Context: an optimization exercise on an open-source flow, tuned for small area, a short achievable clock period and few clock cycles per item. The choices shown serve that exercise and are no tape-out recipe.
The RTL was checked by simulation tests, not by an equivalence proof against the original design.

`flow/design.v`:
```
module bcc_block (
  input  wire         clk,
  input  wire         rst,           
  input  wire         in_valid,
  output wire         in_ready,
  input  wire         in_decrypt,    
  input  wire [4:0]   in_keylen,     
  input  wire [127:0] in_key,
  input  wire [63:0]  in_block,
  output wire         out_valid,
  input  wire         out_ready,
  output wire [63:0]  out_block
);
  function [7:0] add8(input [7:0] a, input [7:0] c);
    integer k;
    reg cy;
    begin
      cy = 1'b0;
      for (k = 0; k < 8; k = k + 1) begin
        add8[k] = a[k] ^ c[k] ^ cy;
        cy = (a[k] & c[k]) | (cy & (a[k] | c[k]));
      end
    end
  endfunction
  reg        v0;
  reg [63:0] x0;
  reg        d0;
  reg [63:0] k0;
  reg        v1;
  reg [63:0] x1;
  reg        d1;
  reg [63:0] k1;
  reg        v2;
  reg [63:0] x2;
  reg        d2;
  reg [63:0] k2;
  reg        v3;
  reg [63:0] x3;
  reg        d3;
  reg [63:0] k3;
  reg        v4;
  reg [63:0] x4;
  reg        d4;
  reg [63:0] k4;
  reg        v5;
  reg [63:0] x5;
  reg        sk_v;
  reg [63:0] sk;
  wire stall = sk_v;
  assign out_valid = v5;
  assign out_block = x5;
  assign in_ready  = ~sk_v;
  reg [63:0] ek;
  always @* begin
    ek[7:0] = in_key[7:0];
    case (in_keylen)
      5'd1: ek[15:8] = in_key[7:0];
      default: ek[15:8] = in_key[15:8];
    endcase
    case (in_keylen)
      5'd1, 5'd2: ek[23:16] = in_key[7:0];
      default: ek[23:16] = in_key[23:16];
    endcase
    case (in_keylen)
      5'd1, 5'd3: ek[31:24] = in_key[7:0];
      5'd2: ek[31:24] = in_key[15:8];
      default: ek[31:24] = in_key[31:24];
    endcase
    case (in_keylen)
      5'd1, 5'd2, 5'd4: ek[39:32] = in_key[7:0];
      5'd3: ek[39:32] = in_key[15:8];
      default: ek[39:32] = in_key[39:32];
    endcase
    case (in_keylen)
      5'd1, 5'd5: ek[47:40] = in_key[7:0];
      5'd2, 5'd4: ek[47:40] = in_key[15:8];
      5'd3: ek[47:40] = in_key[23:16];
      default: ek[47:40] = in_key[47:40];
    endcase
    case (in_keylen)
      5'd1, 5'd2, 5'd3, 5'd6: ek[55:48] = in_key[7:0];
      5'd5: ek[55:48] = in_key[15:8];
      5'd4: ek[55:48] = in_key[23:16];
      default: ek[55:48] = in_key[55:48];
    endcase
    case (in_keylen)
      5'd1, 5'd7: ek[63:56] = in_key[7:0];
      5'd2, 5'd3, 5'd6: ek[63:56] = in_key[15:8];
      5'd5: ek[63:56] = in_key[23:16];
      5'd4: ek[63:56] = in_key[31:24];
      default: ek[63:56] = in_key[63:56];
    endcase
  end
  wire [63:0] kb;
  assign kb[7:0] = ek[7:0];
  assign kb[15:8] = ek[15:8] + 8'd1;
  assign kb[23:16] = ek[23:16] + 8'd4;
  assign kb[31:24] = ek[31:24] + 8'd9;
  assign kb[39:32] = ek[39:32] + 8'd16;
  assign kb[47:40] = ek[47:40] + 8'd25;
  assign kb[55:48] = ek[55:48] + 8'd36;
  assign kb[63:56] = ek[63:56] + 8'd49;
  always @(posedge clk) begin
    if (rst) v0 <= 1'b0;
    else if (~stall) v0 <= in_valid;
    if (~stall) begin
      d0 <= in_decrypt;
      x0 <= in_block;
      k0 <= kb;
    end
  end
  wire [63:0] w1;
  assign w1[7:0] = x0[7:0] ^ k0[7:0];
  assign w1[15:8] = x0[15:8] ^ k0[15:8];
  assign w1[23:16] = x0[23:16] ^ k0[23:16];
  assign w1[31:24] = x0[31:24] ^ k0[31:24];
  assign w1[39:32] = x0[39:32] ^ k0[39:32];
  assign w1[47:40] = x0[47:40] ^ k0[47:40];
  assign w1[55:48] = x0[55:48] ^ k0[55:48];
  assign w1[63:56] = x0[63:56] ^ k0[63:56];
  wire [63:0] w2;
  assign w2[7:0] = add8(w1[7:0], 8'd0);
  assign w2[15:8] = add8(w1[15:8], 8'd1);
  assign w2[23:16] = add8(w1[23:16], 8'd4);
  assign w2[31:24] = add8(w1[31:24], 8'd9);
  assign w2[39:32] = add8(w1[39:32], 8'd16);
  assign w2[47:40] = add8(w1[47:40], 8'd25);
  assign w2[55:48] = add8(w1[55:48], 8'd36);
  assign w2[63:56] = add8(w1[63:56], 8'd49);
  wire [7:0] y3 = w2[7:0];
  wire [7:0] r4 = {y3[6:0], y3[7:7]};
  wire [7:0] y5 = w2[15:8];
  wire [7:0] r6 = {y5[5:0], y5[7:6]};
  wire [7:0] y7 = w2[23:16];
  wire [7:0] r8 = {y7[4:0], y7[7:5]};
  wire [7:0] y9 = w2[31:24];
  wire [7:0] r10 = {y9[3:0], y9[7:4]};
  wire [7:0] y11 = w2[39:32];
  wire [7:0] r12 = {y11[2:0], y11[7:3]};
  wire [7:0] y13 = w2[47:40];
  wire [7:0] r14 = {y13[1:0], y13[7:2]};
  wire [7:0] y15 = w2[55:48];
  wire [7:0] r16 = {y15[0:0], y15[7:1]};
  wire [7:0] y17 = w2[63:56];
  wire [7:0] r18 = y17;
  wire [7:0] c19 = r4;
  wire [7:0] c20 = c19 ^ r6;
  wire [7:0] c21 = c20 ^ r8;
  wire [7:0] c22 = c21 ^ r10;
  wire [7:0] c23 = c22 ^ r12;
  wire [7:0] c24 = c23 ^ r14;
  wire [7:0] c25 = c24 ^ r16;
  wire [7:0] c26 = c25 ^ r18;
  wire [63:0] m27 = {c19, c21, c23, c25, c26, c24, c22, c20};
  wire [63:0] u28;
  wire [7:0] p29 = x0[63:56];
  assign u28[7:0] = {p29[0:0], p29[7:1]};
  wire [7:0] p30 = (x0[7:0] ^ x0[63:56]);
  assign u28[15:8] = {p30[1:0], p30[7:2]};
  wire [7:0] p31 = (x0[55:48] ^ x0[7:0]);
  assign u28[23:16] = {p31[2:0], p31[7:3]};
  wire [7:0] p32 = (x0[15:8] ^ x0[55:48]);
  assign u28[31:24] = {p32[3:0], p32[7:4]};
  wire [7:0] p33 = (x0[47:40] ^ x0[15:8]);
  assign u28[39:32] = {p33[4:0], p33[7:5]};
  wire [7:0] p34 = (x0[23:16] ^ x0[47:40]);
  assign u28[47:40] = {p34[5:0], p34[7:6]};
  wire [7:0] p35 = (x0[39:32] ^ x0[23:16]);
  assign u28[55:48] = {p35[6:0], p35[7:7]};
  wire [7:0] p36 = (x0[31:24] ^ x0[39:32]);
  assign u28[63:56] = p36;
  wire [63:0] w37;
  assign w37[7:0] = add8(u28[7:0], 8'd228);
  assign w37[15:8] = add8(u28[15:8], 8'd227);
  assign w37[23:16] = add8(u28[23:16], 8'd224);
  assign w37[31:24] = add8(u28[31:24], 8'd219);
  assign w37[39:32] = add8(u28[39:32], 8'd212);
  assign w37[47:40] = add8(u28[47:40], 8'd203);
  assign w37[55:48] = add8(u28[55:48], 8'd192);
  assign w37[63:56] = add8(u28[63:56], 8'd179);
  wire [63:0] x38 = d0 ? w37 : m27;
  wire [63:0] w39;
  assign w39[7:0] = k0[7:0] + (d0 ? 8'd4 : 8'd1);
  assign w39[15:8] = k0[15:8] + (d0 ? 8'd4 : 8'd1);
  assign w39[23:16] = k0[23:16] + (d0 ? 8'd4 : 8'd1);
  assign w39[31:24] = k0[31:24] + (d0 ? 8'd4 : 8'd1);
  assign w39[39:32] = k0[39:32] + (d0 ? 8'd4 : 8'd1);
  assign w39[47:40] = k0[47:40] + (d0 ? 8'd4 : 8'd1);
  assign w39[55:48] = k0[55:48] + (d0 ? 8'd4 : 8'd1);
  assign w39[63:56] = k0[63:56] + (d0 ? 8'd4 : 8'd1);
  wire [63:0] w40;
  assign w40[7:0] = x38[7:0] ^ w39[7:0];
  assign w40[15:8] = x38[15:8] ^ w39[15:8];
  assign w40[23:16] = x38[23:16] ^ w39[23:16];
  assign w40[31:24] = x38[31:24] ^ w39[31:24];
  assign w40[39:32] = x38[39:32] ^ w39[39:32];
  assign w40[47:40] = x38[47:40] ^ w39[47:40];
  assign w40[55:48] = x38[55:48] ^ w39[55:48];
  assign w40[63:56] = x38[63:56] ^ w39[63:56];
  always @(posedge clk) begin
    if (rst) v1 <= 1'b0;
    else if (~stall) v1 <= v0;
    if (~stall) begin
      d1 <= d0;
      x1 <= w40;
      k1 <= k0;
    end
  end
  wire [63:0] w41;
  assign w41[7:0] = add8(x1[7:0], 8'd7);
  assign w41[15:8] = add8(x1[15:8], 8'd8);
  assign w41[23:16] = add8(x1[23:16], 8'd11);
  assign w41[31:24] = add8(x1[31:24], 8'd16);
  assign w41[39:32] = add8(x1[39:32], 8'd23);
  assign w41[47:40] = add8(x1[47:40], 8'd32);
  assign w41[55:48] = add8(x1[55:48], 8'd43);
  assign w41[63:56] = add8(x1[63:56], 8'd56);
  wire [7:0] y42 = w41[7:0];
  wire [7:0] r43 = {y42[6:0], y42[7:7]};
  wire [7:0] y44 = w41[15:8];
  wire [7:0] r45 = {y44[5:0], y44[7:6]};
  wire [7:0] y46 = w41[23:16];
  wire [7:0] r47 = {y46[4:0], y46[7:5]};
  wire [7:0] y48 = w41[31:24];
  wire [7:0] r49 = {y48[3:0], y48[7:4]};
  wire [7:0] y50 = w41[39:32];
  wire [7:0] r51 = {y50[2:0], y50[7:3]};
  wire [7:0] y52 = w41[47:40];
  wire [7:0] r53 = {y52[1:0], y52[7:2]};
  wire [7:0] y54 = w41[55:48];
  wire [7:0] r55 = {y54[0:0], y54[7:1]};
  wire [7:0] y56 = w41[63:56];
  wire [7:0] r57 = y56;
  wire [7:0] c58 = r43;
  wire [7:0] c59 = c58 ^ r45;
  wire [7:0] c60 = c59 ^ r47;
  wire [7:0] c61 = c60 ^ r49;
  wire [7:0] c62 = c61 ^ r51;
  wire [7:0] c63 = c62 ^ r53;
  wire [7:0] c64 = c63 ^ r55;
  wire [7:0] c65 = c64 ^ r57;
  wire [63:0] m66 = {c58, c60, c62, c64, c65, c63, c61, c59};
  wire [63:0] u67;
  wire [7:0] p68 = x1[63:56];
  assign u67[7:0] = {p68[0:0], p68[7:1]};
  wire [7:0] p69 = (x1[7:0] ^ x1[63:56]);
  assign u67[15:8] = {p69[1:0], p69[7:2]};
  wire [7:0] p70 = (x1[55:48] ^ x1[7:0]);
  assign u67[23:16] = {p70[2:0], p70[7:3]};
  wire [7:0] p71 = (x1[15:8] ^ x1[55:48]);
  assign u67[31:24] = {p71[3:0], p71[7:4]};
  wire [7:0] p72 = (x1[47:40] ^ x1[15:8]);
  assign u67[39:32] = {p72[4:0], p72[7:5]};
  wire [7:0] p73 = (x1[23:16] ^ x1[47:40]);
  assign u67[47:40] = {p73[5:0], p73[7:6]};
  wire [7:0] p74 = (x1[39:32] ^ x1[23:16]);
  assign u67[55:48] = {p74[6:0], p74[7:7]};
  wire [7:0] p75 = (x1[31:24] ^ x1[39:32]);
  assign u67[63:56] = p75;
  wire [63:0] w76;
  assign w76[7:0] = add8(u67[7:0], 8'd235);
  assign w76[15:8] = add8(u67[15:8], 8'd234);
  assign w76[23:16] = add8(u67[23:16], 8'd231);
  assign w76[31:24] = add8(u67[31:24], 8'd226);
  assign w76[39:32] = add8(u67[39:32], 8'd219);
  assign w76[47:40] = add8(u67[47:40], 8'd210);
  assign w76[55:48] = add8(u67[55:48], 8'd199);
  assign w76[63:56] = add8(u67[63:56], 8'd186);
  wire [63:0] x77 = d1 ? w76 : m66;
  wire [63:0] w78;
  assign w78[7:0] = k1[7:0] + (d1 ? 8'd3 : 8'd2);
  assign w78[15:8] = k1[15:8] + (d1 ? 8'd3 : 8'd2);
  assign w78[23:16] = k1[23:16] + (d1 ? 8'd3 : 8'd2);
  assign w78[31:24] = k1[31:24] + (d1 ? 8'd3 : 8'd2);
  assign w78[39:32] = k1[39:32] + (d1 ? 8'd3 : 8'd2);
  assign w78[47:40] = k1[47:40] + (d1 ? 8'd3 : 8'd2);
  assign w78[55:48] = k1[55:48] + (d1 ? 8'd3 : 8'd2);
  assign w78[63:56] = k1[63:56] + (d1 ? 8'd3 : 8'd2);
  wire [63:0] w79;
  assign w79[7:0] = x77[7:0] ^ w78[7:0];
  assign w79[15:8] = x77[15:8] ^ w78[15:8];
  assign w79[23:16] = x77[23:16] ^ w78[23:16];
  assign w79[31:24] = x77[31:24] ^ w78[31:24];
  assign w79[39:32] = x77[39:32] ^ w78[39:32];
  assign w79[47:40] = x77[47:40] ^ w78[47:40];
  assign w79[55:48] = x77[55:48] ^ w78[55:48];
  assign w79[63:56] = x77[63:56] ^ w78[63:56];
  always @(posedge clk) begin
    if (rst) v2 <= 1'b0;
    else if (~stall) v2 <= v1;
    if (~stall) begin
      d2 <= d1;
      x2 <= w79;
      k2 <= k1;
    end
  end
  wire [63:0] w80;
  assign w80[7:0] = add8(x2[7:0], 8'd14);
  assign w80[15:8] = add8(x2[15:8], 8'd15);
  assign w80[23:16] = add8(x2[23:16], 8'd18);
  assign w80[31:24] = add8(x2[31:24], 8'd23);
  assign w80[39:32] = add8(x2[39:32], 8'd30);
  assign w80[47:40] = add8(x2[47:40], 8'd39);
  assign w80[55:48] = add8(x2[55:48], 8'd50);
  assign w80[63:56] = add8(x2[63:56], 8'd63);
  wire [7:0] y81 = w80[7:0];
  wire [7:0] r82 = {y81[6:0], y81[7:7]};
  wire [7:0] y83 = w80[15:8];
  wire [7:0] r84 = {y83[5:0], y83[7:6]};
  wire [7:0] y85 = w80[23:16];
  wire [7:0] r86 = {y85[4:0], y85[7:5]};
  wire [7:0] y87 = w80[31:24];
  wire [7:0] r88 = {y87[3:0], y87[7:4]};
  wire [7:0] y89 = w80[39:32];
  wire [7:0] r90 = {y89[2:0], y89[7:3]};
  wire [7:0] y91 = w80[47:40];
  wire [7:0] r92 = {y91[1:0], y91[7:2]};
  wire [7:0] y93 = w80[55:48];
  wire [7:0] r94 = {y93[0:0], y93[7:1]};
  wire [7:0] y95 = w80[63:56];
  wire [7:0] r96 = y95;
  wire [7:0] c97 = r82;
  wire [7:0] c98 = c97 ^ r84;
  wire [7:0] c99 = c98 ^ r86;
  wire [7:0] c100 = c99 ^ r88;
  wire [7:0] c101 = c100 ^ r90;
  wire [7:0] c102 = c101 ^ r92;
  wire [7:0] c103 = c102 ^ r94;
  wire [7:0] c104 = c103 ^ r96;
  wire [63:0] m105 = {c97, c99, c101, c103, c104, c102, c100, c98};
  wire [63:0] u106;
  wire [7:0] p107 = x2[63:56];
  assign u106[7:0] = {p107[0:0], p107[7:1]};
  wire [7:0] p108 = (x2[7:0] ^ x2[63:56]);
  assign u106[15:8] = {p108[1:0], p108[7:2]};
  wire [7:0] p109 = (x2[55:48] ^ x2[7:0]);
  assign u106[23:16] = {p109[2:0], p109[7:3]};
  wire [7:0] p110 = (x2[15:8] ^ x2[55:48]);
  assign u106[31:24] = {p110[3:0], p110[7:4]};
  wire [7:0] p111 = (x2[47:40] ^ x2[15:8]);
  assign u106[39:32] = {p111[4:0], p111[7:5]};
  wire [7:0] p112 = (x2[23:16] ^ x2[47:40]);
  assign u106[47:40] = {p112[5:0], p112[7:6]};
  wire [7:0] p113 = (x2[39:32] ^ x2[23:16]);
  assign u106[55:48] = {p113[6:0], p113[7:7]};
  wire [7:0] p114 = (x2[31:24] ^ x2[39:32]);
  assign u106[63:56] = p114;
  wire [63:0] w115;
  assign w115[7:0] = add8(u106[7:0], 8'd242);
  assign w115[15:8] = add8(u106[15:8], 8'd241);
  assign w115[23:16] = add8(u106[23:16], 8'd238);
  assign w115[31:24] = add8(u106[31:24], 8'd233);
  assign w115[39:32] = add8(u106[39:32], 8'd226);
  assign w115[47:40] = add8(u106[47:40], 8'd217);
  assign w115[55:48] = add8(u106[55:48], 8'd206);
  assign w115[63:56] = add8(u106[63:56], 8'd193);
  wire [63:0] x116 = d2 ? w115 : m105;
  wire [63:0] w117;
  assign w117[7:0] = k2[7:0] + (d2 ? 8'd2 : 8'd3);
  assign w117[15:8] = k2[15:8] + (d2 ? 8'd2 : 8'd3);
  assign w117[23:16] = k2[23:16] + (d2 ? 8'd2 : 8'd3);
  assign w117[31:24] = k2[31:24] + (d2 ? 8'd2 : 8'd3);
  assign w117[39:32] = k2[39:32] + (d2 ? 8'd2 : 8'd3);
  assign w117[47:40] = k2[47:40] + (d2 ? 8'd2 : 8'd3);
  assign w117[55:48] = k2[55:48] + (d2 ? 8'd2 : 8'd3);
  assign w117[63:56] = k2[63:56] + (d2 ? 8'd2 : 8'd3);
  wire [63:0] w118;
  assign w118[7:0] = x116[7:0] ^ w117[7:0];
  assign w118[15:8] = x116[15:8] ^ w117[15:8];
  assign w118[23:16] = x116[23:16] ^ w117[23:16];
  assign w118[31:24] = x116[31:24] ^ w117[31:24];
  assign w118[39:32] = x116[39:32] ^ w117[39:32];
  assign w118[47:40] = x116[47:40] ^ w117[47:40];
  assign w118[55:48] = x116[55:48] ^ w117[55:48];
  assign w118[63:56] = x116[63:56] ^ w117[63:56];
  always @(posedge clk) begin
    if (rst) v3 <= 1'b0;
    else if (~stall) v3 <= v2;
    if (~stall) begin
      d3 <= d2;
      x3 <= w118;
      k3 <= k2;
    end
  end
  wire [63:0] w119;
  assign w119[7:0] = add8(x3[7:0], 8'd21);
  assign w119[15:8] = add8(x3[15:8], 8'd22);
  assign w119[23:16] = add8(x3[23:16], 8'd25);
  assign w119[31:24] = add8(x3[31:24], 8'd30);
  assign w119[39:32] = add8(x3[39:32], 8'd37);
  assign w119[47:40] = add8(x3[47:40], 8'd46);
  assign w119[55:48] = add8(x3[55:48], 8'd57);
  assign w119[63:56] = add8(x3[63:56], 8'd70);
  wire [7:0] y120 = w119[7:0];
  wire [7:0] r121 = {y120[6:0], y120[7:7]};
  wire [7:0] y122 = w119[15:8];
  wire [7:0] r123 = {y122[5:0], y122[7:6]};
  wire [7:0] y124 = w119[23:16];
  wire [7:0] r125 = {y124[4:0], y124[7:5]};
  wire [7:0] y126 = w119[31:24];
  wire [7:0] r127 = {y126[3:0], y126[7:4]};
  wire [7:0] y128 = w119[39:32];
  wire [7:0] r129 = {y128[2:0], y128[7:3]};
  wire [7:0] y130 = w119[47:40];
  wire [7:0] r131 = {y130[1:0], y130[7:2]};
  wire [7:0] y132 = w119[55:48];
  wire [7:0] r133 = {y132[0:0], y132[7:1]};
  wire [7:0] y134 = w119[63:56];
  wire [7:0] r135 = y134;
  wire [7:0] c136 = r121;
  wire [7:0] c137 = c136 ^ r123;
  wire [7:0] c138 = c137 ^ r125;
  wire [7:0] c139 = c138 ^ r127;
  wire [7:0] c140 = c139 ^ r129;
  wire [7:0] c141 = c140 ^ r131;
  wire [7:0] c142 = c141 ^ r133;
  wire [7:0] c143 = c142 ^ r135;
  wire [63:0] m144 = {c136, c138, c140, c142, c143, c141, c139, c137};
  wire [63:0] u145;
  wire [7:0] p146 = x3[63:56];
  assign u145[7:0] = {p146[0:0], p146[7:1]};
  wire [7:0] p147 = (x3[7:0] ^ x3[63:56]);
  assign u145[15:8] = {p147[1:0], p147[7:2]};
  wire [7:0] p148 = (x3[55:48] ^ x3[7:0]);
  assign u145[23:16] = {p148[2:0], p148[7:3]};
  wire [7:0] p149 = (x3[15:8] ^ x3[55:48]);
  assign u145[31:24] = {p149[3:0], p149[7:4]};
  wire [7:0] p150 = (x3[47:40] ^ x3[15:8]);
  assign u145[39:32] = {p150[4:0], p150[7:5]};
  wire [7:0] p151 = (x3[23:16] ^ x3[47:40]);
  assign u145[47:40] = {p151[5:0], p151[7:6]};
  wire [7:0] p152 = (x3[39:32] ^ x3[23:16]);
  assign u145[55:48] = {p152[6:0], p152[7:7]};
  wire [7:0] p153 = (x3[31:24] ^ x3[39:32]);
  assign u145[63:56] = p153;
  wire [63:0] w154;
  assign w154[7:0] = add8(u145[7:0], 8'd249);
  assign w154[15:8] = add8(u145[15:8], 8'd248);
  assign w154[23:16] = add8(u145[23:16], 8'd245);
  assign w154[31:24] = add8(u145[31:24], 8'd240);
  assign w154[39:32] = add8(u145[39:32], 8'd233);
  assign w154[47:40] = add8(u145[47:40], 8'd224);
  assign w154[55:48] = add8(u145[55:48], 8'd213);
  assign w154[63:56] = add8(u145[63:56], 8'd200);
  wire [63:0] x155 = d3 ? w154 : m144;
  wire [63:0] w156;
  assign w156[7:0] = k3[7:0] + (d3 ? 8'd1 : 8'd4);
  assign w156[15:8] = k3[15:8] + (d3 ? 8'd1 : 8'd4);
  assign w156[23:16] = k3[23:16] + (d3 ? 8'd1 : 8'd4);
  assign w156[31:24] = k3[31:24] + (d3 ? 8'd1 : 8'd4);
  assign w156[39:32] = k3[39:32] + (d3 ? 8'd1 : 8'd4);
  assign w156[47:40] = k3[47:40] + (d3 ? 8'd1 : 8'd4);
  assign w156[55:48] = k3[55:48] + (d3 ? 8'd1 : 8'd4);
  assign w156[63:56] = k3[63:56] + (d3 ? 8'd1 : 8'd4);
  wire [63:0] w157;
  assign w157[7:0] = x155[7:0] ^ w156[7:0];
  assign w157[15:8] = x155[15:8] ^ w156[15:8];
  assign w157[23:16] = x155[23:16] ^ w156[23:16];
  assign w157[31:24] = x155[31:24] ^ w156[31:24];
  assign w157[39:32] = x155[39:32] ^ w156[39:32];
  assign w157[47:40] = x155[47:40] ^ w156[47:40];
  assign w157[55:48] = x155[55:48] ^ w156[55:48];
  assign w157[63:56] = x155[63:56] ^ w156[63:56];
  always @(posedge clk) begin
    if (rst) v4 <= 1'b0;
    else if (~stall) v4 <= v3;
    if (~stall) begin
      d4 <= d3;
      x4 <= w157;
      k4 <= k3;
    end
  end
  wire [63:0] w158;
  assign w158[7:0] = add8(x4[7:0], 8'd28);
  assign w158[15:8] = add8(x4[15:8], 8'd29);
  assign w158[23:16] = add8(x4[23:16], 8'd32);
  assign w158[31:24] = add8(x4[31:24], 8'd37);
  assign w158[39:32] = add8(x4[39:32], 8'd44);
  assign w158[47:40] = add8(x4[47:40], 8'd53);
  assign w158[55:48] = add8(x4[55:48], 8'd64);
  assign w158[63:56] = add8(x4[63:56], 8'd77);
  wire [7:0] y159 = w158[7:0];
  wire [7:0] r160 = {y159[6:0], y159[7:7]};
  wire [7:0] y161 = w158[15:8];
  wire [7:0] r162 = {y161[5:0], y161[7:6]};
  wire [7:0] y163 = w158[23:16];
  wire [7:0] r164 = {y163[4:0], y163[7:5]};
  wire [7:0] y165 = w158[31:24];
  wire [7:0] r166 = {y165[3:0], y165[7:4]};
  wire [7:0] y167 = w158[39:32];
  wire [7:0] r168 = {y167[2:0], y167[7:3]};
  wire [7:0] y169 = w158[47:40];
  wire [7:0] r170 = {y169[1:0], y169[7:2]};
  wire [7:0] y171 = w158[55:48];
  wire [7:0] r172 = {y171[0:0], y171[7:1]};
  wire [7:0] y173 = w158[63:56];
  wire [7:0] r174 = y173;
  wire [7:0] c175 = r160;
  wire [7:0] c176 = c175 ^ r162;
  wire [7:0] c177 = c176 ^ r164;
  wire [7:0] c178 = c177 ^ r166;
  wire [7:0] c179 = c178 ^ r168;
  wire [7:0] c180 = c179 ^ r170;
  wire [7:0] c181 = c180 ^ r172;
  wire [7:0] c182 = c181 ^ r174;
  wire [63:0] m183 = {c175, c177, c179, c181, c182, c180, c178, c176};
  wire [63:0] u184;
  wire [7:0] p185 = x4[63:56];
  assign u184[7:0] = {p185[0:0], p185[7:1]};
  wire [7:0] p186 = (x4[7:0] ^ x4[63:56]);
  assign u184[15:8] = {p186[1:0], p186[7:2]};
  wire [7:0] p187 = (x4[55:48] ^ x4[7:0]);
  assign u184[23:16] = {p187[2:0], p187[7:3]};
  wire [7:0] p188 = (x4[15:8] ^ x4[55:48]);
  assign u184[31:24] = {p188[3:0], p188[7:4]};
  wire [7:0] p189 = (x4[47:40] ^ x4[15:8]);
  assign u184[39:32] = {p189[4:0], p189[7:5]};
  wire [7:0] p190 = (x4[23:16] ^ x4[47:40]);
  assign u184[47:40] = {p190[5:0], p190[7:6]};
  wire [7:0] p191 = (x4[39:32] ^ x4[23:16]);
  assign u184[55:48] = {p191[6:0], p191[7:7]};
  wire [7:0] p192 = (x4[31:24] ^ x4[39:32]);
  assign u184[63:56] = p192;
  wire [63:0] w193;
  assign w193[7:0] = add8(u184[7:0], 8'd0);
  assign w193[15:8] = add8(u184[15:8], 8'd255);
  assign w193[23:16] = add8(u184[23:16], 8'd252);
  assign w193[31:24] = add8(u184[31:24], 8'd247);
  assign w193[39:32] = add8(u184[39:32], 8'd240);
  assign w193[47:40] = add8(u184[47:40], 8'd231);
  assign w193[55:48] = add8(u184[55:48], 8'd220);
  assign w193[63:56] = add8(u184[63:56], 8'd207);
  wire [63:0] w194;
  assign w194[7:0] = w193[7:0] ^ k4[7:0];
  assign w194[15:8] = w193[15:8] ^ k4[15:8];
  assign w194[23:16] = w193[23:16] ^ k4[23:16];
  assign w194[31:24] = w193[31:24] ^ k4[31:24];
  assign w194[39:32] = w193[39:32] ^ k4[39:32];
  assign w194[47:40] = w193[47:40] ^ k4[47:40];
  assign w194[55:48] = w193[55:48] ^ k4[55:48];
  assign w194[63:56] = w193[63:56] ^ k4[63:56];
  wire [63:0] x195 = d4 ? w194 : m183;
  always @(posedge clk) begin
    if (rst) begin
      v5   <= 1'b0;
      sk_v <= 1'b0;
    end else if (sk_v) begin
      if (out_ready) begin
        v5   <= 1'b1;
        sk_v <= 1'b0;
      end
    end else if (~v5 | out_ready) begin
      v5 <= v4;
    end else if (v4) begin
      sk_v <= 1'b1;
    end
    if (sk_v ? out_ready : (~v5 | out_ready))
      x5 <= sk_v ? sk : x195;
    if (~sk_v)
      sk <= x195;
  end
endmodule
```
`flow/flow/run.sh`:
```
#!/bin/bash
bash standard.sh "BUFFER_PORTS_ARGS=-buffer_cell sky130_fd_sc_hd__buf_1" SETUP_SLACK_MARGIN=8.3 finish > flow_make.log 2>&1
```
`flow/standard.sh`:
```
#!/bin/bash
# synth_recipe.tcl (not shown) runs the flow's synth.tcl, then flattens the netlist and writes it again
# the make line also repeats each setting of config.mk as NAME=value (left out here)
make -C /OpenROAD-flow-scripts/flow DESIGN_CONFIG=/design/flow/config.mk WORK_HOME=/design/flow/orfs CLKGATE_MAP_FILE= SYNTH_SCRIPT=/design/flow/synth_recipe.tcl "${@:-finish}"
```
`flow/config.mk`:
```
export PLATFORM = sky130hd
export DESIGN_NAME = bcc_block
export DESIGN_NICKNAME = bcc_block
export VERILOG_FILES = /design/flow/design.v
export SDC_FILE = /design/flow/constraint.sdc
export NUM_CORES = 4
export LEC_CHECK = 0
export CAP_MARGIN = 20
export CORE_MARGIN = 2
export CORE_UTILIZATION = 65
export CTS_BUF_LIST = sky130_fd_sc_hd__clkbuf_4 sky130_fd_sc_hd__clkbuf_8
export SLEW_MARGIN = 20
```
`flow/constraint.sdc`:
```
create_clock -name core_clock -period 12.0 [get_ports {clk}]
set_input_delay 2.4000 -clock core_clock [delete_from_list [all_inputs] [get_ports {clk}]]
set_output_delay 2.4000 -clock core_clock [all_outputs]
set_load 0.01 [all_outputs]
```
==> summary.txt <==
-- flip-flops by register name, indices dropped and copies added (netlist names), 64 cells and up --
name,count
k0,64
k1,64
k2,64
k3,64
k4,64
sk,64
x0,64
x1,64
x2,64
x3,64
x4,64
x5,64
-- synth_stat cells, types with 28 or more instances --
library cell | n | share of area [%]
dfxtp_1 | 71 | 2.9
xor3_1 | 28 | 1.4
clkbuf_1 | 82 | 0.63
ha_1 | 463 | 12
nor2_1 | 143 | 1.1
inv_1 | 293 | 2.2
mux2i_1 | 119 | 2.4
a21oi_1 | 98 | 1.0
edfxtp_1 | 709 | 43
o21ai_0 | 220 | 2.2
nand3_1 | 60 | 0.61
xnor3_1 | 85 | 3.9
xor2_1 | 376 | 6.7
xnor2_1 | 768 | 14
nand2_1 | 296 | 2.3
-- worst paths after layout --
path	slack [ps]	endpoint
worst max-delay path	8170	in_ready
worst min-delay path	460	sk[42]$_DFF_P_
worst max register to register	8230	x1[29]$_DFFE_PN_
worst min register to register	460	sk[42]$_DFF_P_
-- per-layer routing --
metal,share of wire (%),global-route usage [%],up-vias,routed length (um)
met5,0,0,-,0
li1,-,-,14800,-
met1,33,41.4,15200,50400
met4,12,38.4,0,18600
met3,5.4,4.25,650,8200
met2,49,67.5,1580,74300
-- area by class of cell --
| class | count | share of cell area (%) |
|---|---|---|
| multi-input cells | 2883 | 46.7 |
| flip-flops and latches | 780 | 41.2 |
| clock buffers | 162 | 3.62 |
| repair buffers | 311 | 3.38 |
| well taps | 969 | 2.20 |
| inverters | 298 | 2.07 |
| clock inverters | 59 | 0.802 |
| repair inverters | 3 | 0.0884 |
| diodes | 1 | 0.00453 |
-- cell families (layout without fill, tap and decap cells) --
kind of cell | count (synthesis) | after routing | share of synthesized area, %
XOR/XNOR | 1261 | 1261 | 25.8
flip-flops | 780 | 780 | 46.1
AND/OR/NAND/NOR | 583 | 583 | 5.10
adder cells (fa/ha/maj) | 463 | 463 | 11.8
AO/OA/AOI/OAI | 436 | 436 | 5.20
buffers and inverters | 406 | 833 | 3.11
multiplexers | 140 | 140 | 2.90
other | 0 | 1 | 0
-- what timing repair did --
action                                 in CTS  in global routing
gates resized for setup                    86                106
hold buffers                                0                  0
setup buffers                              41                 37
endpoints found under the hold margin       0                  0
gates cloned                                5                  3
setup endpoints to repair                 151                110
pin swaps                                  20                 35
-- stage by stage --
| stage | utilization, % | worst slack [ps] | cell area [sq um] | instances |
|---|---|---|---|---|
| floorplan | - | 7490 | 49800 | 4069 |
| global placement | 68.9 | 6950 | 51400 | 5158 |
| detailed placement | 68.9 | 6920 | 51400 | 5158 |
| CTS | 73.1 | 8130 | 54600 | 5425 |
| global route | 73.9 | 8140 | 55200 | 5466 |
| finish | 73.9 | 8170 | 55200 | 5466 |
==> impl_metrics.toml <==
[run_status]
status = "no timing/DRC/antenna violations"

[route]
num_vias = 32300
drtIter0Drc = 2886
wl_per_cell_um = 27.7
via_per_inst = 5.90
drt_wl_total_um = 152000
ant_nets = 0
drc = 0
dr.pass1.iters = 8

[cells_and_area]
multiInputGateArea_sq_mm = 0.0258
final_cell_mix = "750 x xnor2_1, 709 x edfxtp_1, 451 x ha_1"
nets = 5061
fillCellCount = 5107
seqCellArea_sq_mm = 0.0227
drive_above_1_share_pct = 11.8
synthToLayoutAreaGrowth_pct = 12.2
layout_commonest_cell = "xnor2_1"

[sta]
max-slew-margin-rel_pct = 32.1
finalSetupTns_ps = 0
hold_viol_final = 0
fin_crit_ps = 3830
rsz0062_at_grt = "true"
period_share_pct = 31.9
worst_pin_slew_ps = 1020
fmax_ghz = 0.261
fin_hold_ws_ps = 458
drv_slew = 0
setup_viol = 0
skew_ps = 58.3

[global_routing]
antenna_found_initial = 1
grt_max_degree = 176
grt-ovfl-total = 0
grt.total_usage_pct = 39.1
grt_pass1_wl_um = 214000
grt_pass1_vias = 32000

[floorplanning]
die-area_sq_mm = 0.0779
die_h_um = 279
initial_core_util_pct = 65.9
row_count = 100
die_w_um = 279
coreArea_sq_mm = 0.0747
ios = 268

[clock_network]
clk_latency_ps = 780
clk_pin_slew_worst_paths_ps = 70
cts_made_buffers = 119
cts_tree = "built"
cts.sinks = 780
cts-root-buf = "clkbuf_8"
htreeDepth = 3
clockBufferDepth = 3

[critical_path]
crit_type = "flip-flop to primary output"
path_depth = 2
slowest_stage = "dfxtp_4"
crit_path_end_kind = "primary output"
cp_max_fo = 2
crit_buf_inv = 2
crit_chain = "clkinv_16 > buf_6"
worstPathRequired_ps = 9600
cp_top_family = "flip-flops"
startpoint = "sk_v$_SDFF_PP0_"
cp-start-kind = "flip-flop"
arrival_ps = 1430
critPathMaxStageDelay_ps = 420
reg2reg_from = "k0[8]$_DFFE_PN_"
rr_worst_depth = 11

[logic_synthesis]
synthFlopType = "edfxtp_1"
async_flop_share_pct = 0
ys_ff_latch = 780
syn_area_per_cell_sq_um = 12.1
syn-cell-area_sq_mm = 0.0492
netlist_instances = 4069
syn_nets = 4734
yosys_warnings = 1
synth_edf_count = 709
synth_seq_area_share_pct = 46.1
yosysUniqueCellTypes = 62

[worst_hold_path]
min_path_type = "flip-flop to flip-flop"
worstHoldStart = "sk[42]$_DFF_P_"
hold_path_depth = 1

[place]
port_buffers = 203
hpwl_um = 120000
place_congestion = 1.03

[run]
maxCapViolCount = 0
Testbench counts, summed over its fixed seeds: cycles 1,648, items 1,600.

==> separate check: timing with driven ports <==
Ports are ideal in the flow. The routed layout listed here was re-timed in OpenROAD. Step 1 (the two cells are an assumption about what drives the block):
set clk [get_ports {clk}]
set_driving_cell -lib_cell sky130_fd_sc_hd__clkbuf_16 $clk
set_driving_cell -lib_cell sky130_fd_sc_hd__buf_2 [delete_from_list [all_inputs] $clk]
Step 2, shift: input delay + t, output delay - t, t = (earliest + latest rising clock arrival at the registers) / 2. This alone moves slack from input paths to output paths. Three values: no drivers, after step 1, after step 2; two values: the first two.
t, ns: 0.809
setup WS [ns]: 8.175 / 8.118 / 7.476
hold slack, ns: 0.458 / 0.458 / 0.458
worst register clock-pin slew, ns: 0.07 / 0.07
cell pins on the clock port's net: 1
After both steps this run still meets setup and hold. For this run, drivers alone change the setup slack by -0.057 ns; drivers and shift together by -0.699 ns.
